This design comes from an exercise in tuning for a short achievable clock period and few clock cycles on the open sky130 flow, not from production work.
In this exercise RTL edits were held to simulation tests only and were not proved equivalent to the original.
Power figures rest on the tool's default switching activity, not on a simulated workload.

==> inputs of build 47 <==
## frame_responder
module frame_responder (
    input  wire        clk,
    input  wire        rst,           
    input  wire        start,         
    output wire        ready,
    output reg         done,          
    output reg         reply,         
    output reg  [15:0] rx_lat,        
    output wire [1:0]  sess_state,    
    output reg  [10:0] tx_addr,
    input  wire [7:0]  tx_rdata,
    output reg         stg_we,
    output reg  [10:0] stg_addr,
    output reg  [7:0]  stg_wdata,
    output reg         st_req,
    output reg  [1:0]  st_cmd,        
    output reg  [24:0] st_addr,
    output reg  [7:0]  st_wdata,
    output reg  [9:0]  st_name_len,
    input  wire        st_gnt,
    input  wire [7:0]  st_rdata,
    input  wire        st_ok
);
    localparam [15:0] LAT_ARP = 16'd276;
    localparam [1:0] SESS_NONE = 2'd0, SESS_RD = 2'd1, SESS_WR = 2'd2;
    localparam [1:0] CMD_OPEN_RD = 2'd0, CMD_OPEN_WR = 2'd1,
                     CMD_READ    = 2'd2, CMD_WRITE   = 2'd3;
    localparam [2:0] S_IDLE   = 3'd0,
                     S_CLASS  = 3'd1,    
                     S_NAME   = 3'd2,    
                     S_OPEN   = 3'd3,    
                     S_OPW1   = 3'd4,    
                     S_OPW2   = 3'd5,    
                     S_RUN    = 3'd6;    
    localparam [1:0] K_NONE = 2'd0, K_CLASS = 2'd1, K_NAME = 2'd2, K_STR = 2'd3;
    function [5:0] cseq(input [1:0] mode, input [3:0] c);
        if (mode == SESS_RD) begin
            case (c)
                4'd0: cseq = 6'd46;  4'd1: cseq = 6'd47;
                4'd2: cseq = 6'd14;  4'd3: cseq = 6'd15;
                4'd4: cseq = 6'd16;  4'd5: cseq = 6'd25;
                4'd6: cseq = 6'd38;  4'd7: cseq = 6'd39;
                4'd8: cseq = 6'd44;  default: cseq = 6'd45;
            endcase
        end else begin
            case (c)
                4'd0: cseq = 6'd14;  4'd1: cseq = 6'd15;
  ...
Settings: LEC_CHECK=0, ABC_CLOCK_PERIOD_IN_PS=2500, CAP_MARGIN=20, CORE_MARGIN=2, CORE_UTILIZATION=40, SETUP_SLACK_MARGIN=5, SLEW_MARGIN=20; clock period 7.0 ns.
run.sh (not shown) runs the stock make flow with config.mk's settings and CLKGATE_MAP_FILE= SYNTH_SCRIPT=/design/flow/synth_recipe.tcl, a recipe that flattens the netlist after the stock synthesis.
==> inputs of trial 78, as changes to build 47 <==
--- a/flow/design.v
+++ b/flow/design.v
@@ -27,15 +27,16 @@
                      CMD_READ    = 2'd2, CMD_WRITE   = 2'd3;
     localparam [2:0] S_IDLE   = 3'd0,
                      S_CLASS  = 3'd1,    
                      S_NAME   = 3'd2,    
                      S_OPEN   = 3'd3,    
                      S_OPW1   = 3'd4,    
                      S_OPW2   = 3'd5,    
-                     S_RUN    = 3'd6;    
+                     S_RUN    = 3'd6,    
+                     S_DROP   = 3'd7;    
     localparam [1:0] K_NONE = 2'd0, K_CLASS = 2'd1, K_NAME = 2'd2, K_STR = 2'd3;
     function [5:0] cseq(input [1:0] mode, input [3:0] c);
         if (mode == SESS_RD) begin
             case (c)
                 4'd0: cseq = 6'd46;  4'd1: cseq = 6'd47;
                 4'd2: cseq = 6'd14;  4'd3: cseq = 6'd15;
                 4'd4: cseq = 6'd16;  4'd5: cseq = 6'd25;
@@ -234,14 +235,16 @@
     wire       s_empty  = (swp == srp);
     reg        s_credit_r;      
     wire       scredit  = s_credit_r;
     wire [4:0] swp_n    = swp + {4'b0, p2};
     wire       iss_b    = str_on && credit && b_left && (!pay_nz || scredit);
     wire       iss_h    = str_on && credit && !iss_b && h_left;
     wire       acc      = st_req && st_gnt;
+    wire       pend     = st_req && !st_gnt;
+    wire       can_end  = !pend;
     wire       rd_resp  = rd_mode && rv_q && !rd_fin;
     wire       rd_data  = rd_resp && rok_q;
     wire       rq_pop   = commit && rd_mode && !r_empty;
     wire       rq_byp   = 1'b0;
     wire       rq_push  = rd_data;
     wire       fpush    = (k2 == K_STR);
     wire       fpop     = commit && !f_empty && !rq_pop && !rq_byp;
@@ -250,15 +253,15 @@
     wire       spop     = wr_mode && sfree && !s_empty;
     wire       stream_idle = !h_left && !b_left && (k0 != K_STR) &&
                              (k1 != K_STR) && (k2 != K_STR) && f_empty;
     wire       wr_idle  = !wr_mode || wzero;
     wire       rd_idle  = !rd_mode || (rd_fin && r_empty);
     wire [3:0] fcnt_n   = fcnt + {3'b0, fpush} - {3'b0, fpop};
     wire [4:0] rcnt_n   = rcnt + {4'b0, rq_push} - {4'b0, rq_pop};
-    wire       run_end  = (state == S_RUN) && stream_idle && wr_idle && rd_idle;
+    wire       run_end  = (state == S_RUN) && stream_idle && wr_idle && rd_idle && can_end;
     always @(posedge clk) begin
         s1  <= s0;
         d1  <= dmap;
         uc1 <= ucmap;
         cv1 <= cvmap;
         s2  <= s1;
         d2  <= d1;
@@ -404,14 +407,15 @@
             wzero       <= 1'b1;
             fwp <= 3'd0; frp <= 3'd0; fcnt <= 4'd0; f_empty <= 1'b1; f_credit <= 1'b1;
             swp <= 5'd0; srp <= 5'd0; s_credit_r <= 1'b1;
             rwp <= 4'd0; rrp <= 4'd0; rcnt <= 5'd0; r_empty <= 1'b1; r_room <= 1'b1;
         end else begin
             done   <= 1'b0;
             stg_we <= 1'b0;
+            st_req <= pend;
             k0  <= K_NONE;
             p0  <= 1'b0;
             h0  <= 1'b0;
             k1  <= k0;
             p1  <= p0;
             k2  <= k1;
             p2  <= p1;
@@ -485,28 +489,28 @@
             r_room   <= (rcnt_n < 5'd12);
             if (rd_mode) begin
                 if (acc) begin
                     st_addr[8:0] <= st_addr[8:0] + 9'd1;
                     if (st_addr[8:0] == 9'd511)
                         rd_idone <= 1'b1;
                 end
-                st_req <= !rd_fin && !rd_idone &&
+                st_req <= pend || !rd_fin && !rd_idone &&
                           !(acc && st_addr[8:0] == 9'd511) && r_room;
                 if (rd_resp) begin
                     if (rok_q) begin
                         krsp <= krsp + 10'd1;
                         if (krsp == 10'd511) begin
                             rd_fin   <= 1'b1;
                             sess_new <= SESS_RD;
                             b_left   <= 1'b0;
                             rx_lat   <= 16'd68 + 16'd512;
                         end
                     end else begin
                         rd_fin   <= 1'b1;
-                        st_req   <= 1'b0;
+                        st_req   <= pend;
                         nrep     <= krsp;
                         sess_new <= SESS_NONE;
                         b        <= 10'd48 + krsp;
                         b_left   <= 1'b1;
                         rx_lat   <= 16'd68 + {6'd0, krsp};
                         if (h >= 6'd42) begin
                             h      <= 6'd42;
@@ -610,27 +614,30 @@
                     s0      <= b;
                     k0      <= K_STR;
                     p0      <= 1'b1;
                     b       <= b + 10'd1;
                     npre    <= npre + 4'd1;
                 end
                 if (dec_drop) begin
-                    finish(1'b0);
+                    rd_mode <= 1'b0;
+                    if (can_end)
+                        finish(1'b0);
+                    else
+                        state <= S_DROP;
                 end else if (dec_arp) begin
                     op_arp   <= 1'b1;
                     op_rrq   <= 1'b0;
                     op_data  <= 1'b0;
                     op_ack   <= 1'b0;
                     state    <= S_RUN;
                     str_on   <= 1'b1;
                     commit   <= 1'b1;
                     b_left   <= 1'b1;
                     rx_lat   <= LAT_ARP;
                     rd_mode  <= 1'b0;
-                    st_req   <= 1'b0;
                     rcnt     <= 5'd0;
                     r_empty  <= 1'b1;
                     r_room   <= 1'b1;
                     sess_new <= mode;
                 end else if (dec_name) begin
                     op_arp  <= 1'b0;
                     op_rrq  <= tftp_op1;
@@ -722,29 +729,39 @@
                 end
             end
             S_OPW1: begin
                 state <= S_OPW2;
             end
             S_OPW2: begin
                 if (!rok_q) begin
-                    finish(1'b0);
+                    rd_mode <= 1'b0;
+                    if (can_end)
+                        finish(1'b0);
+                    else
+                        state <= S_DROP;
                 end else begin
                     state  <= S_RUN;
                     commit <= 1'b1;
                     if (!op_rrq) begin
                         sess_new <= SESS_WR;
                         rx_lat   <= 16'd68;
                     end
                 end
             end
             S_RUN: begin
                 if (run_end)
                     finish(1'b1);
             end
+            S_DROP: begin
+                if (can_end)
+                    finish(1'b0);
+            end
             default: begin
                 state   <= S_IDLE;
                 ready_r <= 1'b1;
             end
             endcase
+            if (pend)
+                st_req <= 1'b1;
         end
     end
 endmodule
==> inputs of build 73, as changes to build 47 <==
--- a/flow/design.v
+++ b/flow/design.v
@@ -27,15 +27,16 @@
                      CMD_READ    = 2'd2, CMD_WRITE   = 2'd3;
     localparam [2:0] S_IDLE   = 3'd0,
                      S_CLASS  = 3'd1,    
                      S_NAME   = 3'd2,    
                      S_OPEN   = 3'd3,    
                      S_OPW1   = 3'd4,    
                      S_OPW2   = 3'd5,    
-                     S_RUN    = 3'd6;    
+                     S_RUN    = 3'd6,    
+                     S_DROP   = 3'd7;    
     localparam [1:0] K_NONE = 2'd0, K_CLASS = 2'd1, K_NAME = 2'd2, K_STR = 2'd3;
     function [5:0] cseq(input [1:0] mode, input [3:0] c);
         if (mode == SESS_RD) begin
             case (c)
                 4'd0: cseq = 6'd46;  4'd1: cseq = 6'd47;
                 4'd2: cseq = 6'd14;  4'd3: cseq = 6'd15;
                 4'd4: cseq = 6'd16;  4'd5: cseq = 6'd25;
@@ -234,14 +235,16 @@
     wire       s_empty  = (swp == srp);
     reg        s_credit_r;      
     wire       scredit  = s_credit_r;
     wire [4:0] swp_n    = swp + {4'b0, p2};
     wire       iss_b    = str_on && credit && b_left && (!pay_nz || scredit);
     wire       iss_h    = str_on && credit && !iss_b && h_left;
     wire       acc      = st_req && st_gnt;
+    wire       pend     = st_req && !st_gnt;
+    wire       can_end  = !pend;
     wire       rd_resp  = rd_mode && rv_q && !rd_fin;
     wire       rd_data  = rd_resp && rok_q;
     wire       rq_pop   = commit && rd_mode && !r_empty;
     wire       rq_byp   = 1'b0;
     wire       rq_push  = rd_data;
     wire       fpush    = (k2 == K_STR);
     wire       fpop     = commit && !f_empty && !rq_pop && !rq_byp;
@@ -250,15 +253,15 @@
     wire       spop     = wr_mode && sfree && !s_empty;
     wire       stream_idle = !h_left && !b_left && (k0 != K_STR) &&
                              (k1 != K_STR) && (k2 != K_STR) && f_empty;
     wire       wr_idle  = !wr_mode || wzero;
     wire       rd_idle  = !rd_mode || (rd_fin && r_empty);
     wire [3:0] fcnt_n   = fcnt + {3'b0, fpush} - {3'b0, fpop};
     wire [4:0] rcnt_n   = rcnt + {4'b0, rq_push} - {4'b0, rq_pop};
-    wire       run_end  = (state == S_RUN) && stream_idle && wr_idle && rd_idle;
+    wire       run_end  = (state == S_RUN) && stream_idle && wr_idle && rd_idle && can_end;
     always @(posedge clk) begin
         s1  <= s0;
         d1  <= dmap;
         uc1 <= ucmap;
         cv1 <= cvmap;
         s2  <= s1;
         d2  <= d1;
@@ -404,14 +407,15 @@
             wzero       <= 1'b1;
             fwp <= 3'd0; frp <= 3'd0; fcnt <= 4'd0; f_empty <= 1'b1; f_credit <= 1'b1;
             swp <= 5'd0; srp <= 5'd0; s_credit_r <= 1'b1;
             rwp <= 4'd0; rrp <= 4'd0; rcnt <= 5'd0; r_empty <= 1'b1; r_room <= 1'b1;
         end else begin
             done   <= 1'b0;
             stg_we <= 1'b0;
+            st_req <= pend;
             k0  <= K_NONE;
             p0  <= 1'b0;
             h0  <= 1'b0;
             k1  <= k0;
             p1  <= p0;
             k2  <= k1;
             p2  <= p1;
@@ -485,28 +489,28 @@
             r_room   <= (rcnt_n < 5'd12);
             if (rd_mode) begin
                 if (acc) begin
                     st_addr[8:0] <= st_addr[8:0] + 9'd1;
                     if (st_addr[8:0] == 9'd511)
                         rd_idone <= 1'b1;
                 end
-                st_req <= !rd_fin && !rd_idone &&
+                st_req <= pend || !rd_fin && !rd_idone &&
                           !(acc && st_addr[8:0] == 9'd511) && r_room;
                 if (rd_resp) begin
                     if (rok_q) begin
                         krsp <= krsp + 10'd1;
                         if (krsp == 10'd511) begin
                             rd_fin   <= 1'b1;
                             sess_new <= SESS_RD;
                             b_left   <= 1'b0;
                             rx_lat   <= 16'd68 + 16'd512;
                         end
                     end else begin
                         rd_fin   <= 1'b1;
-                        st_req   <= 1'b0;
+                        st_req   <= pend;
                         nrep     <= krsp;
                         sess_new <= SESS_NONE;
                         b        <= 10'd48 + krsp;
                         b_left   <= 1'b1;
                         rx_lat   <= 16'd68 + {6'd0, krsp};
                         if (h >= 6'd42) begin
                             h      <= 6'd42;
@@ -610,27 +614,30 @@
                     s0      <= b;
                     k0      <= K_STR;
                     p0      <= 1'b1;
                     b       <= b + 10'd1;
                     npre    <= npre + 4'd1;
                 end
                 if (dec_drop) begin
-                    finish(1'b0);
+                    rd_mode <= 1'b0;
+                    if (can_end)
+                        finish(1'b0);
+                    else
+                        state <= S_DROP;
                 end else if (dec_arp) begin
                     op_arp   <= 1'b1;
                     op_rrq   <= 1'b0;
                     op_data  <= 1'b0;
                     op_ack   <= 1'b0;
                     state    <= S_RUN;
                     str_on   <= 1'b1;
                     commit   <= 1'b1;
                     b_left   <= 1'b1;
                     rx_lat   <= LAT_ARP;
                     rd_mode  <= 1'b0;
-                    st_req   <= 1'b0;
                     rcnt     <= 5'd0;
                     r_empty  <= 1'b1;
                     r_room   <= 1'b1;
                     sess_new <= mode;
                 end else if (dec_name) begin
                     op_arp  <= 1'b0;
                     op_rrq  <= tftp_op1;
@@ -722,29 +729,39 @@
                 end
             end
             S_OPW1: begin
                 state <= S_OPW2;
             end
             S_OPW2: begin
                 if (!rok_q) begin
-                    finish(1'b0);
+                    rd_mode <= 1'b0;
+                    if (can_end)
+                        finish(1'b0);
+                    else
+                        state <= S_DROP;
                 end else begin
                     state  <= S_RUN;
                     commit <= 1'b1;
                     if (!op_rrq) begin
                         sess_new <= SESS_WR;
                         rx_lat   <= 16'd68;
                     end
                 end
             end
             S_RUN: begin
                 if (run_end)
                     finish(1'b1);
             end
+            S_DROP: begin
+                if (can_end)
+                    finish(1'b0);
+            end
             default: begin
                 state   <= S_IDLE;
                 ready_r <= 1'b1;
             end
             endcase
+            if (pend)
+                st_req <= 1'b1;
         end
     end
 endmodule
CORE_UTILIZATION = 55   (was 40)
==> summary of the runs <==
The highest clock power belongs to build 73, the lowest to build 47.
Build 47 finished with timing, DRC and antenna clean. Trial 78 went through all stages and came out clean. Build 73 went through all stages and came out clean.
Sequential power is about the same in build 73 and trial 78.
Hold slack: trial 78 < build 47 < build 73.
In build 73 the via count is larger than in build 47, by about 4.3%.
Non-clock buffer count, highest first: trial 78, build 73, build 47.
Sequential cell count is the same in build 73 and trial 78.
In build 73 the die area is smaller than in trial 78, by about 27%.
Testbench counts of build 47, summed over its fixed seeds: cycles 283,971.
Testbench counts of trial 78, summed over its fixed seeds: cycles 283,971.
Testbench counts of build 73, summed over its fixed seeds: cycles 283,971.

==> static timing again, ports no longer ideal <==
Ports are ideal in the flow. The routed layouts listed here were re-timed in OpenROAD. Step 1 sets driving cells, clkbuf_16 on the clock port and buf_2 on the other inputs (assumed; they add their load-dependent delay and slew). Step 2 moves the port delays by t, midway between the first and last clock arrival at a register: inputs arrive t later, outputs are due t later. That takes back most of the time a late clock gives input paths. Three values: no drivers, after step 1, after step 2; two values: the first two.
run	t, ns	setup slack, ns	worst setup path at the end
build 47	0.754	4.390 / 4.313 / 3.952	input to register
trial 78	0.762	4.384 / 4.310 / 3.777	input to register
build 73	0.717	4.284 / 4.284 / 3.758	input to register
After both steps setup and hold are still met in every run listed. For trial 78, which loses most, drivers alone change the setup slack by -0.074 ns; drivers and shift together by -0.607 ns.
